From an optimization exercise on the open Yosys and OpenROAD flow, aimed at small area, a short achievable clock period and few clock cycles; shortcuts taken in it are not production practice. In this exercise RTL edits were held to simulation tests only and were not proved equivalent to the original. Power is estimated from default activity; no workload was simulated.

`design/flow/run.sh`:
```
#!/bin/bash
# synth_recipe.tcl (not shown) runs the flow's synth.tcl, then flattens the netlist and writes it again
# the make line also repeats each setting of config.mk as NAME=value (left out here)
make -C /OpenROAD-flow-scripts/flow DESIGN_CONFIG=/design/flow/config.mk WORK_HOME=/design/flow/orfs CLKGATE_MAP_FILE= SYNTH_SCRIPT=/design/flow/synth_recipe.tcl finish
```
`design/flow/config.mk`:
```
export PLATFORM = sky130hd
export DESIGN_NAME = lcb_effect_player
export DESIGN_NICKNAME = lcb_effect_player
export VERILOG_FILES = /design/flow/design.v
export SDC_FILE = /design/flow/constraint.sdc
export NUM_CORES = 4
export LEC_CHECK = 0
export CAP_MARGIN = 20
export CORE_MARGIN = 2
export CORE_UTILIZATION = 40
export PLACE_DENSITY = 0.6
export SLEW_MARGIN = 20
```
`design/flow/constraint.sdc`:
```
create_clock -name core_clock -period 12.0 [get_ports {clk}]
set_input_delay 2.4000 -clock core_clock [delete_from_list [all_inputs] [get_ports {clk}]]
set_output_delay 2.4000 -clock core_clock [all_outputs]
set_load 0.01 [all_outputs]
```
`design/flow/design.v`:
```
module lcb_effect_player (
    input  wire        clk,
    input  wire        rst,             
    input  wire        ev_valid,
    output wire        ev_ready,
    input  wire [1:0]  ev_op,           
    input  wire [7:0]  ev_kind,         
    input  wire [23:0] ev_on,           
    input  wire [23:0] ev_off,          
    input  wire [31:0] ev_t0,
    input  wire [31:0] ev_t1,
    input  wire [31:0] ev_hold,
    input  wire [31:0] ev_repeat,
    input  wire [31:0] ev_delay,
    output wire        resp_valid,
    output wire [7:0]  resp_status,
    output wire [2:0]  resp_phase,      
    output wire [1:0]  resp_kind,
    output wire [31:0] resp_remaining,
    output wire [31:0] resp_elapsed,
    output wire        resp_armed,
    output wire [31:0] resp_count,
    output wire        sink_valid,
    output wire [23:0] sink_color       
);
    localparam [1:0] OP_TICK = 2'd0, OP_PLAY = 2'd1, OP_STOP = 2'd2, OP_QUERY = 2'd3;
    localparam [2:0] PH_IDLE       = 3'd0,
                     PH_STROBE_ON  = 3'd1,
                     PH_STROBE_OFF = 3'd2,
                     PH_FADE_IN    = 3'd3,
                     PH_FADE_HOLD  = 3'd4,
                     PH_FADE_OUT   = 3'd5,
                     PH_DELAY      = 3'd6;
    localparam [1:0] SS_OFF = 2'd0, SS_ON = 2'd1, SS_INTERP = 2'd2;
    reg [2:0]  phase;
    reg [1:0]  kind;
    reg [31:0] remaining;
    reg [31:2] el_q;                    
    wire [31:0] elapsed = {el_q, 2'b00};
    reg        armed;
    reg [31:0] count;
    reg [23:0] c_on, c_off;
    reg [31:0] t0, t1, hold;
    reg        rep_nz;                  
    reg        c1;                      
    reg        ei;                      
    reg        rdy;
    reg        pend_play;               
    reg        sink2;                   
    reg        rv, rinv;
    reg [2:0]  rph;                     
    reg [1:0]  rkd;                     
    reg        rrem31;
    reg        sv;
    reg        dgo;                     
    reg        ddone;
    reg        last;                    
    reg        wide;                    
    reg [1:0]  dst;
    reg [2:0]  dj;                      
    reg        ddbl;                    
    reg [1:0]  dch;                     
    reg [1:0]  wsub;                    
    reg [32:0] S;                       
    reg [2:0]  tl;                      
    reg [10:0] E, Et;                   
    reg [7:0]  Q0, Q1, Q2;              
    localparam [1:0] D_IDLE = 2'd0, D_ETC = 2'd1, D_RUN = 2'd2, D_WL = 2'd3;
    assign ev_ready = rdy & ~(ei & ~ddone);
    wire accept = ev_valid & ev_ready;
    assign resp_valid     = rv;
    assign resp_status    = {6'd0, rinv, 1'b0};
    assign resp_phase     = rph;
    assign resp_kind      = rkd;
    assign resp_remaining = {rrem31, remaining[30:0]};
    assign resp_elapsed   = elapsed;
    assign resp_armed     = armed;
    assign resp_count     = count;
    assign sink_valid     = sv;
    assign sink_color     = {Q0, Q1, Q2};         
    wire        fi    = (phase == PH_FADE_IN);
    wire        fi_fo = fi | (phase == PH_FADE_OUT);
    wire        t0z   = (t0 == 32'd0);
    wire        t1z   = (t1 == 32'd0);
    wire        rem1  = (remaining == 32'd1);
    wire [31:0] rem_dec = remaining - 32'd1;
    wire [31:0] el_inc  = elapsed + 32'd20;
    reg [2:0]  x_phase;
    reg [1:0]  x_kind;
    reg [31:0] x_rem, x_el, x_count;
    reg        x_armed, x_c1;
    reg        x_sink, x_sink2;
    reg [1:0]  x_ssel;
    reg        do_first, do_cc, do_fadein, do_fin;
    always @* begin
        x_phase = phase;  x_kind = kind;  x_rem = remaining;  x_el = elapsed;
        x_armed = 1'b0;  x_count = 32'd0;  x_c1 = 1'b0;
        x_sink = 1'b0;  x_sink2 = 1'b0;  x_ssel = SS_ON;
        do_first = 1'b0;  do_cc = 1'b0;  do_fadein = 1'b0;  do_fin = 1'b0;
        if (pend_play) begin
            if (count != 32'd0) begin
                x_phase = PH_DELAY;
                x_armed = 1'b1;  x_count = count;  x_c1 = (count == 32'd1);
            end else begin
                do_first = 1'b1;
            end
        end else begin
            case (phase)
            PH_DELAY: do_first = 1'b1;
            PH_STROBE_ON: begin
                x_sink = 1'b1;  x_ssel = SS_OFF;
                if (rep_nz && rem1) begin
                    do_fin = 1'b1;
                end else begin
                    if (rep_nz) x_rem = rem_dec;
                    x_phase = PH_STROBE_OFF;
                    x_armed = 1'b1;  x_count = t1z ? 32'd1 : t1;  x_c1 = (t1[31:1] == 31'd0);
                end
            end
            PH_STROBE_OFF: begin
                x_sink = 1'b1;  x_ssel = SS_ON;
                x_phase = PH_STROBE_ON;
                x_armed = 1'b1;  x_count = t0z ? 32'd1 : t0;  x_c1 = (t0[31:1] == 31'd0);
            end
            PH_FADE_IN: begin
                if (last) begin
                    x_el = 32'd0;
                    x_sink = 1'b1;  x_ssel = SS_OFF;
                    x_phase = PH_FADE_HOLD;
                    x_armed = 1'b1;  x_count = (hold == 32'd0) ? 32'd1 : hold;
                    x_c1 = (hold[31:1] == 31'd0);
                end else begin
                    x_el = el_inc;
                    x_sink = 1'b1;  x_ssel = SS_INTERP;
                    x_armed = 1'b1;  x_count = 32'd20;
                end
            end
            PH_FADE_HOLD: begin
                x_el = 32'd0;
                if (t1z) begin
                    x_sink = 1'b1;  x_ssel = SS_ON;
                    do_cc = 1'b1;
                end else begin
                    x_phase = PH_FADE_OUT;
                    x_armed = 1'b1;  x_count = 32'd20;
                end
            end
            PH_FADE_OUT: begin
                if (last) begin
                    x_el = 32'd0;
                    x_sink = 1'b1;  x_ssel = SS_ON;
                    do_cc = 1'b1;
                end else begin
                    x_el = el_inc;
                    x_sink = 1'b1;  x_ssel = SS_INTERP;
                    x_armed = 1'b1;  x_count = 32'd20;
                end
            end
            default: ;
            endcase
        end
        if (do_cc) begin
            if (rep_nz && rem1) begin
                do_fin = 1'b1;
            end else begin
                if (rep_nz) x_rem = rem_dec;
                do_fadein = 1'b1;
            end
        end
        if (do_first) begin
            x_sink = 1'b1;  x_ssel = SS_ON;
            if (kind == 2'd1) begin
                x_phase = PH_STROBE_ON;
                x_armed = 1'b1;  x_count = t0z ? 32'd1 : t0;  x_c1 = (t0[31:1] == 31'd0);
            end else begin
                do_fadein = 1'b1;
            end
        end
        if (do_fadein) begin
            x_el = 32'd0;
            if (t0z) begin
                x_sink2 = 1'b1;
                x_phase = PH_FADE_HOLD;
                x_armed = 1'b1;  x_count = (hold == 32'd0) ? 32'd1 : hold;
                x_c1 = (hold[31:1] == 31'd0);
            end else begin
                x_phase = PH_FADE_IN;
                x_armed = 1'b1;  x_count = 32'd20;
            end
        end
        if (do_fin) begin
            x_phase = PH_IDLE;  x_kind = 2'd0;  x_rem = 32'd0;  x_el = 32'd0;
            x_armed = 1'b0;  x_count = 32'd0;  x_c1 = 1'b0;
        end
    end
    wire kind_ok = (ev_kind == 8'd1) || (ev_kind == 8'd2);
    wire expire  = armed & c1;
    wire sel_x   = pend_play | (accept & (ev_op == OP_TICK) & expire);
    wire q_ld    = (sel_x & x_sink & (x_ssel != SS_INTERP)) | sink2;
    wire [23:0] q_col = (sel_x & (x_ssel == SS_ON)) ? c_on : c_off;
    always @(posedge clk) begin
        if (rst) begin
            phase <= PH_IDLE;  kind <= 2'd0;  remaining <= 32'd0;  el_q <= 30'd0;
            armed <= 1'b0;  count <= 32'd0;
            c1 <= 1'b0;  ei <= 1'b0;  rdy <= 1'b1;  pend_play <= 1'b0;  sink2 <= 1'b0;
            rv <= 1'b0;  rinv <= 1'b0;  sv <= 1'b0;
            dgo <= 1'b0;
        end else begin
            rv <= 1'b0;
            sv <= 1'b0;
            dgo <= 1'b0;
            if (sel_x) begin
                pend_play <= 1'b0;
                phase <= x_phase;  kind <= x_kind;  remaining <= x_rem;  el_q <= x_el[31:2];
                armed <= x_armed;  count <= x_count;  c1 <= x_c1;  ei <= 1'b0;
                sv <= x_sink;
                sink2 <= x_sink2;  rdy <= ~x_sink2;
                dgo <= ~x_sink2;                         
            end else if (sink2) begin
                sink2 <= 1'b0;
                sv <= 1'b1;
                rdy <= 1'b1;
                dgo <= 1'b1;
            end else if (accept) begin
                if (ev_op != OP_TICK) begin
                    rph <= phase;  rkd <= kind;  rrem31 <= remaining[31];
                end
                case (ev_op)
                OP_TICK: begin
                    if (armed) begin
                        count <= count - 32'd1;
                        c1 <= (count == 32'd2);
                        ei <= (count == 32'd2) & fi_fo;
                    end
                end
                OP_PLAY: begin
                    rv <= 1'b1;
                    rinv <= ~kind_ok;
                    if (kind_ok) begin
                        kind <= ev_kind[1:0];
                        c_on <= ev_on;  c_off <= ev_off;
                        t0 <= ev_t0;  t1 <= ev_t1;  hold <= ev_hold;
                        rep_nz <= (ev_repeat != 32'd0);
                        remaining <= ev_repeat;
                        el_q <= 30'd0;
                        phase <= PH_IDLE;
                        armed <= 1'b0;  count <= ev_delay;  c1 <= 1'b0;  ei <= 1'b0;
                        pend_play <= 1'b1;
                        rdy <= 1'b0;
                    end
                end
                OP_STOP: begin
                    rv <= 1'b1;
                    rinv <= 1'b0;
                    phase <= PH_IDLE;  kind <= 2'd0;  remaining <= 32'd0;  el_q <= 30'd0;
                    armed <= 1'b0;  count <= 32'd0;  c1 <= 1'b0;  ei <= 1'b0;
                    dgo <= 1'b1;
                end
                default: begin                           
                    rv <= 1'b1;
                    rinv <= 1'b0;
                end
                endcase
            end
        end
    end
    wire [31:0] tsel = fi ? t0 : t1;
    wire        wide_now = (tsel[31:10] != 22'd0);
    function [5:0] sd_all(input [23:0] a, input [23:0] b, input [2:0] j, input f);
        reg [7:0] a0, a1, a2, b0, b1, b2;
        begin
            a0 = a[23:16];  a1 = a[15:8];  a2 = a[7:0];
            b0 = b[23:16];  b1 = b[15:8];  b2 = b[7:0];
            sd_all = f ? {a2[j], b2[j], a1[j], b1[j], a0[j], b0[j]}
                       : {b2[j], a2[j], b1[j], a1[j], b0[j], a0[j]};
        end
    endfunction
    reg  [5:0]  sdq;                    
    wire [1:0]  sd0 = sdq[1:0], sd1 = sdq[3:2], sd2 = sdq[5:4];
    reg  [1:0]  sdw;                    
    function [1:0] sd_pick(input [5:0] sd, input [1:0] ch);
        sd_pick = (ch == 2'd0) ? sd[1:0] : (ch == 2'd1) ? sd[3:2] : sd[5:4];
    endfunction
    reg  [1:0]  src0, src1, src2;
    reg  [2:0]  inv;                    
    reg  [2:0]  en;                     
    wire [32:0] t33  = {1'b0, tsel};
    wire [32:0] el33 = {1'b0, elapsed};
    function [10:0] operand(input [1:0] src, input w, input [10:0] tw, input [10:0] elw,
                            input [10:0] cw, input [10:0] tn, input [10:0] en_, input [10:0] etn);
        begin
            case (src)
                2'd0:    operand = w ? tw : tn;
                2'd1:    operand = w ? elw : en_;
                default: operand = w ? cw : etn;
            endcase
        end
    endfunction
    wire [10:0] b0 = operand(src0, wide, t33[10:0],  el33[10:0],  11'd20, tsel[10:0], E, Et);
    wire [10:0] b1 = operand(src1, wide, t33[21:11], el33[21:11], 11'd0,  tsel[10:0], E, Et);
    wire [10:0] b2 = operand(src2, wide, t33[32:22], el33[32:22], 11'd0,  tsel[10:0], E, Et);
    wire [10:0] a0 = ddbl ? {S[9:0], 1'b0} : S[10:0];
    wire [10:0] a1 = ddbl ? {S[20:11], wide ? S[10] : 1'b0} : S[21:11];
    wire [10:0] a2 = ddbl ? {S[31:22], wide ? S[21] : 1'b0} : S[32:22];
    reg         cr1, cr2;
    reg  [1:0]  wcy;
    wire        ci1 = wide ? cr1 : inv[1];
    wire        ci2 = wide ? cr2 : inv[2];
    function [11:0] lane_add(input [10:0] a, input [10:0] b, input ci);
        reg [12:0] sum;
        begin
            sum = {1'b0, a, 1'b1} + {1'b0, b, ci};
            lane_add = sum[12:1];
        end
    endfunction
    wire [11:0] r0 = lane_add(a0, b0 ^ {11{inv[0]}}, inv[0]);
    wire [11:0] r1 = lane_add(a1, b1 ^ {11{inv[1]}}, ci1);
    wire [11:0] r2 = lane_add(a2, b2 ^ {11{inv[2]}}, ci2);
    wire [32:0] rw = {r2[10:0], r1[10:0], r0[10:0]};
    wire        sg0 = r0[10], sg1 = r1[10], sg2 = r2[10];
    function [3:0] nadd(input [1:0] sd, input tilde);    
        begin
            case (sd)
                2'b01:   nadd = {1'b1, 1'b0, tilde ? 2'd1 : 2'd2};
                2'b10:   nadd = {1'b1, 1'b1, tilde ? 2'd2 : 2'd1};
                default: nadd = 4'b0000;
            endcase
        end
    endfunction
    wire [3:0] na0 = nadd(sd0, tl[0]);
    wire [3:0] na1 = nadd(sd1, tl[1]);
    wire [3:0] na2 = nadd(sd2, tl[2]);
    reg        w_conv;                  
    reg        w_dec;                   
    always @* begin
        w_conv = 1'b0;  w_dec = 1'b0;
        src0 = 2'd0;  src1 = 2'd0;  src2 = 2'd0;  inv = 3'b000;  en = 3'b000;
        case (dst)
        D_ETC: begin                                     
            src0 = 2'd0;  inv = 3'b001;
        end
        D_WL: begin                                      
            en = 3'b111;
            case (wsub)
                2'd0:    begin src0 = 2'd1; src1 = 2'd1; src2 = 2'd1; end
                2'd1:    begin src0 = 2'd2; src1 = 2'd2; src2 = 2'd2; end
                default: begin src0 = 2'd0; src1 = 2'd0; src2 = 2'd0; inv = 3'b111; end
            endcase
        end
        D_RUN: begin
            if (ddbl) begin                              
                en = 3'b111;
                inv = wide ? {3{~tl[0]}} : ~tl;
            end else if (!wide) begin
                en  = {na2[3], na1[3], na0[3]};
                inv = {na2[2], na1[2], na0[2]};
                src0 = na0[1:0];  src1 = na1[1:0];  src2 = na2[1:0];
            end else if (sdw == 2'b01 || sdw == 2'b10) begin
                en = 3'b111;
                if (!tl[0]) begin
                    w_conv = 1'b1;  inv = 3'b111;        
                end else if (sdw == 2'b01) begin
                    src0 = (wsub == 2'd0) ? 2'd1 : 2'd2;
                    src1 = src0;  src2 = src0;
                    w_dec = (wsub == 2'd1);
                end else begin
                    case (wsub)
                        2'd0:    begin src0 = 2'd0; end
                        2'd1:    begin src0 = 2'd1; inv = 3'b111; end
                        default: begin src0 = 2'd2; inv = 3'b111; end
                    endcase
                    src1 = src0;  src2 = src0;
                    w_dec = (wsub == 2'd2);
                end
            end
        end
        default: ;
        endcase
    end
    wire w_step_end = (sdw == 2'b00) || (sdw == 2'b11) || w_dec;
    wire        run  = (dst == D_RUN);
    wire        wgo  = ~wide | (wcy == 2'd2);            
    wire        nrun = run & ~wide;
    wire        wrun = run & wide & (wcy == 2'd2);
    wire [2:0]  wch  = {dch == 2'd2, dch == 2'd1, dch == 2'd0};
    wire        w_adv = wrun & ~ddbl & w_step_end & ~w_conv;    
    wire        w_next_ch = w_adv & (dj == 3'd0) & (dch != 2'd2);
    wire        dcw = ~ddbl & (sdw == 2'b11);
    wire        dsw = ddbl | w_dec;
    wire [2:0]  dc  = wide ? {3{dcw}} : {3{~ddbl}} & {sd2 == 2'b11, sd1 == 2'b11, sd0 == 2'b11};
    wire [2:0]  ds  = wide ? {3{dsw}} : {3{ddbl}} | en;
    wire [2:0]  sgq = wide ? {3{sg2}} : {sg2, sg1, sg0};
    wire [2:0]  dg  = dc | (ds & ~sgq);
    wire        dg0 = dg[0], dg1 = dg[1], dg2 = dg[2];
    wire [2:0]  qact = {3{nrun}} | ({3{wrun}} & wch);       
    wire [7:0]  Q0i = Q0 + 8'd1, Q1i = Q1 + 8'd1, Q2i = Q2 + 8'd1;
    wire [7:0]  Q0a = ddbl ? {Q0[6:0], 1'b1} : Q0i,  Q0b = ddbl ? {Q0[6:0], 1'b0} : Q0;
    wire [7:0]  Q1a = ddbl ? {Q1[6:0], 1'b1} : Q1i,  Q1b = ddbl ? {Q1[6:0], 1'b0} : Q1;
    wire [7:0]  Q2a = ddbl ? {Q2[6:0], 1'b1} : Q2i,  Q2b = ddbl ? {Q2[6:0], 1'b0} : Q2;
    always @(posedge clk) begin
        if (q_ld) begin
            {Q0, Q1, Q2} <= q_col;
        end else if (dgo) begin
            Q0 <= 8'd0;  Q1 <= 8'd0;  Q2 <= 8'd0;
        end else begin
            if (qact[0]) Q0 <= dg0 ? Q0a : Q0b;
            if (qact[1]) Q1 <= dg1 ? Q1a : Q1b;
            if (qact[2]) Q2 <= dg2 ? Q2a : Q2b;
        end
    end
    wire        s_clr = (dst == D_ETC) | (dst == D_WL & wgo & wsub == 2'd2) | w_next_ch;
    wire        s_wup = (dst == D_WL & wgo) | (wrun & (ddbl | en[0]));
    always @(posedge clk) begin
        if (dgo) begin
            S <= wide_now ? 33'd0 : {22'd0, el_inc[10:0]};
            tl <= 3'b000;
        end else if (s_clr) begin
            S <= 33'd0;
            tl <= 3'b000;
        end else if (wide) begin
            if (s_wup) S <= rw;
            if (wrun & w_conv) tl[0] <= 1'b1;
            else if (wrun & (ddbl | w_dec)) tl[0] <= sg2;
        end else if (nrun) begin
            if (en[0]) begin S[10:0]  <= r0[10:0]; tl[0] <= sg0; end
            if (en[1]) begin S[21:11] <= r1[10:0]; tl[1] <= sg1; end
            if (en[2]) begin S[32:22] <= r2[10:0]; tl[2] <= sg2; end
        end
    end
    always @(posedge clk) begin
        if (rst) begin
            dst <= D_IDLE;
            ddone <= 1'b0;
        end else if (dgo) begin
            ddone <= 1'b0;
            wide <= wide_now;
            E <= el_inc[10:0];
            dj <= 3'd7;  ddbl <= 1'b0;  dch <= 2'd0;  wsub <= 2'd0;  wcy <= 2'd0;
            sdq <= sd_all(c_on, c_off, 3'd7, fi);
            sdw <= sd_pick(sd_all(c_on, c_off, 3'd7, fi), 2'd0);
            dst <= wide_now ? D_WL : D_ETC;
        end else begin
            if (wide && dst != D_IDLE) begin
                wcy <= (wcy == 2'd2) ? 2'd0 : wcy + 2'd1;
                cr1 <= r0[11];
                cr2 <= r1[11];
            end
            case (dst)
            D_ETC: begin
                Et <= r0[10:0];
                last <= r0[11];                          
                dst <= D_RUN;
            end
            D_WL: begin
                if (wgo) begin
                    wsub <= wsub + 2'd1;
                    if (wsub == 2'd2) begin
                        last <= ~sg2;
                        wsub <= 2'd0;
                        dst <= D_RUN;
                    end
                end
            end
            D_RUN: begin
                if (nrun) begin
                    if (ddbl) begin
                        ddbl <= 1'b0;
                    end else if (dj == 3'd0) begin
                        dst <= D_IDLE;
                        ddone <= 1'b1;
                    end else begin
                        dj <= dj - 3'd1;
                        sdq <= sd_all(c_on, c_off, dj - 3'd1, fi);
                        ddbl <= 1'b1;
                    end
                end else if (wrun) begin
                    if (ddbl) begin
                        ddbl <= 1'b0;
                    end else begin
                        if (!w_conv && !w_step_end) wsub <= wsub + 2'd1;
                        if (w_adv) begin
                            wsub <= 2'd0;
                            if (dj == 3'd0) begin
                                if (dch == 2'd2) begin
                                    dst <= D_IDLE;
                                    ddone <= 1'b1;
                                end else begin
                                    dch <= dch + 2'd1;
                                    dj <= 3'd7;
                                    sdq <= sd_all(c_on, c_off, 3'd7, fi);
                                    sdw <= sd_pick(sd_all(c_on, c_off, 3'd7, fi), dch + 2'd1);
                                end
                            end else begin
                                dj <= dj - 3'd1;
                                sdq <= sd_all(c_on, c_off, dj - 3'd1, fi);
                                sdw <= sd_pick(sd_all(c_on, c_off, dj - 3'd1, fi), dch);
                                ddbl <= 1'b1;
                            end
                        end
                    end
                end
            end
            default: ;
            endcase
        end
    end
endmodule
```
==> notes.md, run 1 <==
TritonCTS clock tree=yes; top-level I/O count=~360; Layout area overhead=23.4%; Comb power frac=0.161; hold_ws=between 400 and 500 ps; Post-CTS Hold Fix Bufs=0; crit path cell chain=ha_1, nor3b_1, o211ai_1, nor2_1, nor2_1, nand2_1, o22ai_1, xor2_1, ha_1, a31o_2, a2111oi_0, o31a_1, nand4b_1, a31oi_1, xor2_1, a41o_1, o21ai_0, a311o_1; met3 usage=0.0382; met1 global-route usage=0.377; cts bufs inserted=44; clk slew on worst S/H paths=60 ps; Initial DRC Count=between 2000 and 2500; hpwl dp=about 65000 um; gp weighted congestion=between 0.9 and 1; RSZ-0062 raised after global routing=no; Yosys top cell area share=0.324; Seq/Total Area, Yosys=0.423; CORE AREA=~57000 um^2; Int Pwr=around 2.5 mW; most common library cells after synthesis=278 x nor2_1, 251 x nand2_1, 250 x edfxtp_1, 164 x a21oi_1, 162 x o21ai_0; async set or reset register ratio after synthesis=0; Longest Clk Path Bufs=3; Hold Fails Final Rpt=0; Die X-Extent=about 240 um; status=complete, no violations; peak supply drop=approximately 0.00010 V; GR Layer Usage met2=0.457; Cells after Synth=approximately 2500; Post-Syn Area=23200 um^2; Yosys top cell by area=edfxtp_1; Worst-Margin Slew=approximately 1100 ps; Pwr per Cell Area=117 nW/um^2; Pleak=between 10 and 15 nW; Worst Path Arrival=just over 7000 ps; proportion of layout cells with a drive suffix above 1=0.0701; initial antenna violation count=2; sequential fraction of design power=0.424; vias in the first global route=approximately 21000; Max H-tree Level=2; GR peak layer=met2; switching share of power=0.264; CP startpoint kind=flip-flop; # port buffers=about 350; post-route antenna net violation count=0; clock network power share=0.415; setup TNS=0 ps; Final Max Slew Viols=0; most common cell in the synthesized netlist=nor2_1; Remaining DRCs=0; worst skew pair latency=590 ps; dominant synthesized flop cell=edfxtp_1; Finish-stage setup viols=0; Cell variety after synth=88; largest net degree at the start of global routing=~150; final net count=a little over 3000; 1st-pass router iterations=6; top cells by area, synth=edfxtp_1 32%, dfxtp_1 9.9%, nor2_1 4.5%, nand2_1 4.1%, a21oi_1 3.5%; routed wire length per instance=23.9 um; Max stage delay on crit path=between 800 and 900 ps; fmax=~0.15 GHz; Period minus WS final=between 6000 and 7000 ps; DR vias/cell=a little over 6; FP Rows=88; Worst Setup Path Type=reg -> reg; number of fill cells in the layout=roughly 5300; Sinks on Clock Net=365; via count=21800; Design Power=approximately 3.4 mW; Die Area=approximately 60000 um^2; first-pass GRT wire length=129000 um; syn_area_per_cell=roughly 9.1 um^2; # Post-CTS Setup Buffers=0; Resized cells post-CTS=0; CTS root buffer=clkbuf_16; critical path peak fanout=15; initial core utilization=0.403; Synth warnings=1; Crit. End Element=flip-flop; Rel. slew slack=0.247; clock skew=about 27 ps; All-Layer GR Usage=0.279; Psw=around 890 uW; max-cap viol count=0; WP buf/inv=0; CP delay by family, top=compound AO/OA/AOI/OAI gates; Hold Path Class=reg -> reg; critical path's slowest cell=nor2_1; fin crit share=0.572; Req. time, crit path=~12000 ps; Seq cells post-synth=roughly 370; EDFF count, synth=250; Die Height=about 240 um; global route total overflow=0; Routed WL=85600 um
==> cell families after synthesis <==
kind of cell,count (synthesis),synth area share
DFF,365,0.423
buffers and inverters,253,0.0480
and+or+nand+nor,897,0.183
other,1,0.000162
muxes,122,0.0613
AOI/OAI and AO/OA,698,0.198
adders and majority gates,67,0.0368
xor gates and xnor gates,132,0.0499
==> worst register-to-register path: cells and delay by family (launching register included) <==
kind	cells	cell delay, ps
AO/OA/AOI/OAI	9	3090
XOR/XNOR	2	870
adder cells (fa/ha/maj)	2	780
flip-flops	1	400
AND/OR/NAND/NOR	5	1470
==> registers in the layout (all words and copies together), names as in the netlist, 6 cells and up <==
| signal | flops |
|---|---|
| t1 | 32 |
| c_off | 24 |
| t0 | 32 |
| Et | 11 |
| count | 32 |
| el_q | 30 |
| Q2 | 8 |
| E | 9 |
| hold | 32 |
| Q1 | 8 |
| Q0 | 8 |
| sdq | 6 |
| S | 33 |
| remaining | 32 |
| c_on | 24 |
==> power by group through the flow <==
stage | combinational (mW) | clock [mW] | sequential (mW)
3_3_place_gp | 0.524 | 0 | 1.45
2_1_floorplan | 0.337 | 0 | 1.43
6_report | 0.541 | 1.39 | 1.42
4_1_cts | 0.536 | 1.41 | 1.42
3_5_place_dp | 0.533 | 0 | 1.45
5_1_grt | 0.588 | 1.46 | 1.42
==> cells in the final DEF (no fill, tap or decap), types with 60 or more instances in the layout <==
master / count
a21oi_1: 162
a22oi_1: 60
clkdlybuf4s50_1: 347
dfxtp_1: 115
edfxtp_1: 250
ha_1: 64
mux2i_1: 71
nand2_1: 249
nand3_1: 66
nor2_1: 274
nor3_1: 80
o21ai_0: 161
xor2_1: 75
==> stage by stage <==
stage,worst slack (ps),cells,instance area (um^2),utilization
2_1_floorplan,1600,2543,23200,-
3_3_place_gp,5480,3494,27100,0.471
3_5_place_dp,5290,3495,27100,0.471
4_1_cts,5260,3576,28600,0.497
5_1_grt,4700,3576,28600,0.497
6_report,5140,3577,28600,0.497
==> cell type report <==
class | instances | area (um^2) | share of cell area
antenna | 1 | 2.50 | 0.0000875
clock buffer | 59 | 1270 | 0.0444
clock inverter | 22 | 235 | 0.00823
inverter | 58 | 218 | 0.00761
multi-input combinational | 1925 | 12300 | 0.432
sequential | 365 | 9810 | 0.343
tap | 765 | 957 | 0.0335
timing repair buffer | 382 | 3750 | 0.131
==> worst paths after layout <==
check	slack, ps	to	cells past startpoint	startpoint
worst min register to register	470	ei	2	ei
worst max-delay path	5140	Q1[3]	18	sdw[0]
worst max register to register	5140	Q1[3]	18	sdw[0]
worst min-delay path	470	ei	2	ei
==> layer usage <==
metal  part of all wire  up-vias
met5            0.00015        -
met2               0.46     1077
li1                   -     9928
met1               0.42    10600
met3              0.077      188
met4              0.038        2
Testbench counts, summed over its fixed seeds: cycles 48,260.
==> run 2, diff against run 1 <==
==> design/flow/flow/run.sh (new file) <==
#!/bin/bash
# The standard layout (the standard.sh: standard synthesis, ORFS floorplan to final) with
# two changes to how it is made: timing repair aims for SETUP_SLACK_MARGIN ns of setup slack
# rather than 0, so the resizer keeps shortening paths below the clock period, and the port
# buffers that buffer_ports inserts on every input and output are buf_1 cells. The SDC, the
# clock period and every other setting are the standard flow's. ORFS's output goes to flow.log.
set -euo pipefail
bash standard.sh SETUP_SLACK_MARGIN=${MARGIN:-7.5} \
    BUFFER_PORTS_ARGS="-buffer_cell sky130_fd_sc_hd__buf_1" finish > flow.log 2>&1
==> design/flow/standard.sh (new file) <==
#!/bin/bash
# synth_recipe.tcl (not shown) runs the flow's synth.tcl, then flattens the netlist and writes it again
# the make line also repeats each setting of config.mk as NAME=value (left out here)
make -C /OpenROAD-flow-scripts/flow DESIGN_CONFIG=/design/flow/config.mk WORK_HOME=/design/flow/orfs CLKGATE_MAP_FILE= SYNTH_SCRIPT=/design/flow/synth_recipe.tcl "${@:-finish}"
removed: design/flow/run.sh
==> run 2 against run 1 <==
Net effect:
- maximum frequency rose by 37%
- largest cell class unchanged
- combinational power rose by 1%
- non-clock buffer count rose by 82
- largest power group unchanged
- synthesized cell count did not move
==> notes.md, run 2 <==
global route total overflow=0; gp weighted congestion=0.964; largest net degree at the start of global routing=80; pre-CTS WS=~6000 ps; Layout area overhead=21.4%; Synth warnings=1; Die X-Extent=between 200 and 250 um; crit path cell chain=ha_4, nor3b_2, o211ai_1, nor2_2, nor2_4, buf_12, clkbuf_16, o22ai_1, a21oi_1, nand2_1, xnor2_1, ha_1, nand4_1, o31a_1, nand4b_1, a31oi_4, xor2_4, buf_6, a21oi_4, mux2_4, a31o_2; cts bufs inserted=44; top-level I/O count=between 300 and 400; Design Power=3.35 mW; Rel. slew slack=0.276; Max H-tree Level=2; CTS root buffer=clkbuf_16; Reg with most FFs=S; Worst-Margin Slew=between 1000 and 1500 ps; critical path's slowest cell=edfxtp_1; fin crit share=0.418; DR vias/cell=about 6; Seq cells post-synth=around 370; max-cap viol count=0; Req. time, crit path=about 12000 ps; syn_area_per_cell=between 9 and 10 um^2; # port buffers=between 300 and 400; clock skew=between 20 and 30 ps; RSZ-0062 raised after global routing=yes; hold_sp=ei; All-Layer GR Usage=0.281; status=complete, no violations; Post-Syn Area=23200 um^2; critical path peak fanout=5; Period minus WS final=about 5000 ps; vias in the first global route=about 21000; Cell variety after synth=just under 90; R2R cell count=21; Pwr per Cell Area=around 120 nW/um^2; CORE AREA=~57000 um^2; Yosys top cell by area=edfxtp_1; Longest Clk Path Bufs=3; async set or reset register ratio after synthesis=0; first-pass GRT wire length=about 130000 um; hold_ws=around 470 ps; TritonCTS clock tree=yes; Worst Path Arrival=5370 ps; most common library cells after synthesis=278 x nor2_1, 251 x nand2_1, 250 x edfxtp_1, 164 x a21oi_1, 162 x o21ai_0; n_diodes=0; leading cell types in the layout, fill and taps excluded=346 x buf_1, 262 x nor2_1, 250 x edfxtp_1; R2R Path Start=sdw[0]; peak supply drop=between 0.00008 and 0.00009 V; setup TNS=0 ps; initial antenna violation count=0; top cells by area, synth=edfxtp_1 32%, dfxtp_1 9.9%, nor2_1 4.5%, nand2_1 4.1%, a21oi_1 3.5%; Seq/Total Area, Yosys=0.423; Remaining DRCs=0; EDFF count, synth=250; dominant synthesized flop cell=edfxtp_1; Cells after Synth=between 2000 and 3000; 1st-pass router iterations=6; CP startpoint kind=flip-flop; commonest non-fill, non-tap cell in the layout=buf_1; Routed WL=88300 um; r2r setup slk=~7000 ps; WHS Endpoint=ei; via count=22400; Initial DRC Count=between 2000 and 2500; Post-CTS Hold Fix Bufs=0; post-route antenna net violation count=0; final net count=3150; Setup WS post-layout=roughly 7000 ps; initial core utilization=0.403; Crit. End Element=flip-flop; hpwl dp=around 65000 um; Hold Path Class=reg -> reg; Worst R2R End=Q2[1]; fmax=between 0.15 and 0.2 GHz; proportion of layout cells with a drive suffix above 1=0.140; worst skew pair latency=approximately 600 ps; Yosys top cell area share=0.324; Hold Fails Final Rpt=0; Max stage delay on crit path=about 450 ps; max reg flops=33; Pleak=9.93 nW; Worst Setup Path Type=reg -> reg; Sinks on Clock Net=approximately 370; routed wire length per instance=around 24 um; Die Area=59900 um^2; Final Max Slew Viols=0; most common cell in the synthesized netlist=nor2_1; Finish-stage setup viols=0; FP Rows=88; number of fill cells in the layout=around 5500; clk slew on worst S/H paths=60 ps; worst hold path depth=2; Die Height=245 um
==> run 2: cell types whose count changed in the layout (fill, tap and decap cells not counted), sizes merged <==
cell	delta
clkbuf	+2
a211o	+1
o21a	+1
inv	+1
bufinv	+1
clkdlybuf4s50	-347
nand2	+1
diode	-1
buf	+425
o21ai	+1
==> run 2: cell type report <==
cell class / count / area [um^2] / share of cell area
clock buffer: 57 / 1180 / 0.0420
sequential: 365 / 9820 / 0.349
tap: 765 / 957 / 0.0340
inverter: 58 / 238 / 0.00845
multi-input combinational: 1929 / 13200 / 0.471
clock inverter: 24 / 284 / 0.0101
timing repair buffer: 464 / 2400 / 0.0852
==> run 2: worst max path at each step <==
stage                        start       end  slack, ps  depth (start not counted)
final                       sdw[0]     Q2[1]       6980                         21
after global routing        sdw[0]     Q2[5]       6790                         21
after CTS                   sdq[5]     Q2[1]       7120                         20
after detailed placement    dst[1]     Q0[3]       6000                         16
after global placement    ev_op[1]  c_off[3]       6160                         10
after floorplan           ev_op[1]  c_off[0]       6010                          9
==> run 2: where the power goes <==
group / internal, mW / total (mW) / switching [mW]
clock network: 0.808 / 1.38 / 0.572
logic: 0.230 / 0.548 / 0.319
registers: 1.38 / 1.42 / 0.0372
==> run 2: routing by layer <==
| metal | vias to the layer above | track usage | wire length [um] |
|---|---|---|---|
| met4 | 0 | 0.0834 | 2560 |
| met3 | 150 | 0.0499 | 7650 |
| met5 | - | 0 | 0 |
| li1 | 10100 | - | - |
| met2 | 1156 | 0.444 | 40800 |
| met1 | 11000 | 0.393 | 37300 |
==> run 2: per-stage QoR <==
stage | area (um^2) | instances | utilization
finish | 28100 | 3662 | 0.489
global route | 28100 | 3662 | 0.489
CTS | 27500 | 3625 | 0.478
detailed placement | 25100 | 3496 | 0.436
global placement | 25100 | 3496 | 0.436
floorplan | 23500 | 2543 | -
==> run 2: cells by family (layout without fill, tap and decap cells) <==
logic type,Yosys count,in the layout,share of synthesized area
AO/OA/AOI/OAI,698,701,0.198
flip-flops,365,365,0.423
AND/OR/NAND/NOR,897,898,0.183
other,1,9,0.000162
buffers and inverters,253,603,0.0480
adder cells (fa/ha/maj),67,67,0.0368
XOR/XNOR,132,132,0.0499
multiplexers,122,122,0.0613
==> run 2: worst max-delay path, delay by kind of cell, from the launching register on <==
| family | cells | cell delay (ps) |
|---|---|---|
| AOI/OAI and AO/OA | 7 | 1690 |
| muxes | 1 | 320 |
| adders and majority gates | 2 | 690 |
| and+or+nand+nor | 6 | 880 |
| buffers and inverters | 3 | 440 |
| xor gates and xnor gates | 2 | 290 |
| DFF | 1 | 450 |
==> run 2: what timing repair did <==
| item | 4_1_cts | 5_1_grt |
|---|---|---|
| resized for setup | 120 | 75 |
| pin swaps | 34 | 39 |
| endpoints found under the setup margin | 224 | 188 |
| cloned | 1 | 5 |
| setup buffers | 47 | 32 |

-- what the ideal ports hide --
The flow's constraints put no driver on any port. The routed layouts listed below were extracted and timed again, unchanged, in two steps. Step 1 (the two cells are an assumption about what drives the block):
set clk [get_ports {clk}]
set_driving_cell -lib_cell sky130_fd_sc_hd__clkbuf_16 $clk
set_driving_cell -lib_cell sky130_fd_sc_hd__buf_2 [delete_from_list [all_inputs] $clk]
Step 2 moves the port delays by t, midway between the first and last clock arrival at a register: inputs arrive t later, outputs are due t later. That takes back most of the time a late clock gives input paths. Slacks: ideal ports / drivers / drivers and shift; pairs: ideal ports / drivers.
run	shift t [ns]	setup slack, ns	hold WS [ns]
run 1	0.637	5.137 / 5.137 / 5.137	0.467 / 0.467 / 0.467
run 2	0.647	6.982 / 6.982 / 6.745	0.467 / 0.467 / 0.467
After both steps setup and hold are still met in every run listed. For run 2, which loses most, drivers alone change the setup slack by 0.000 ns; drivers and shift together by -0.237 ns.
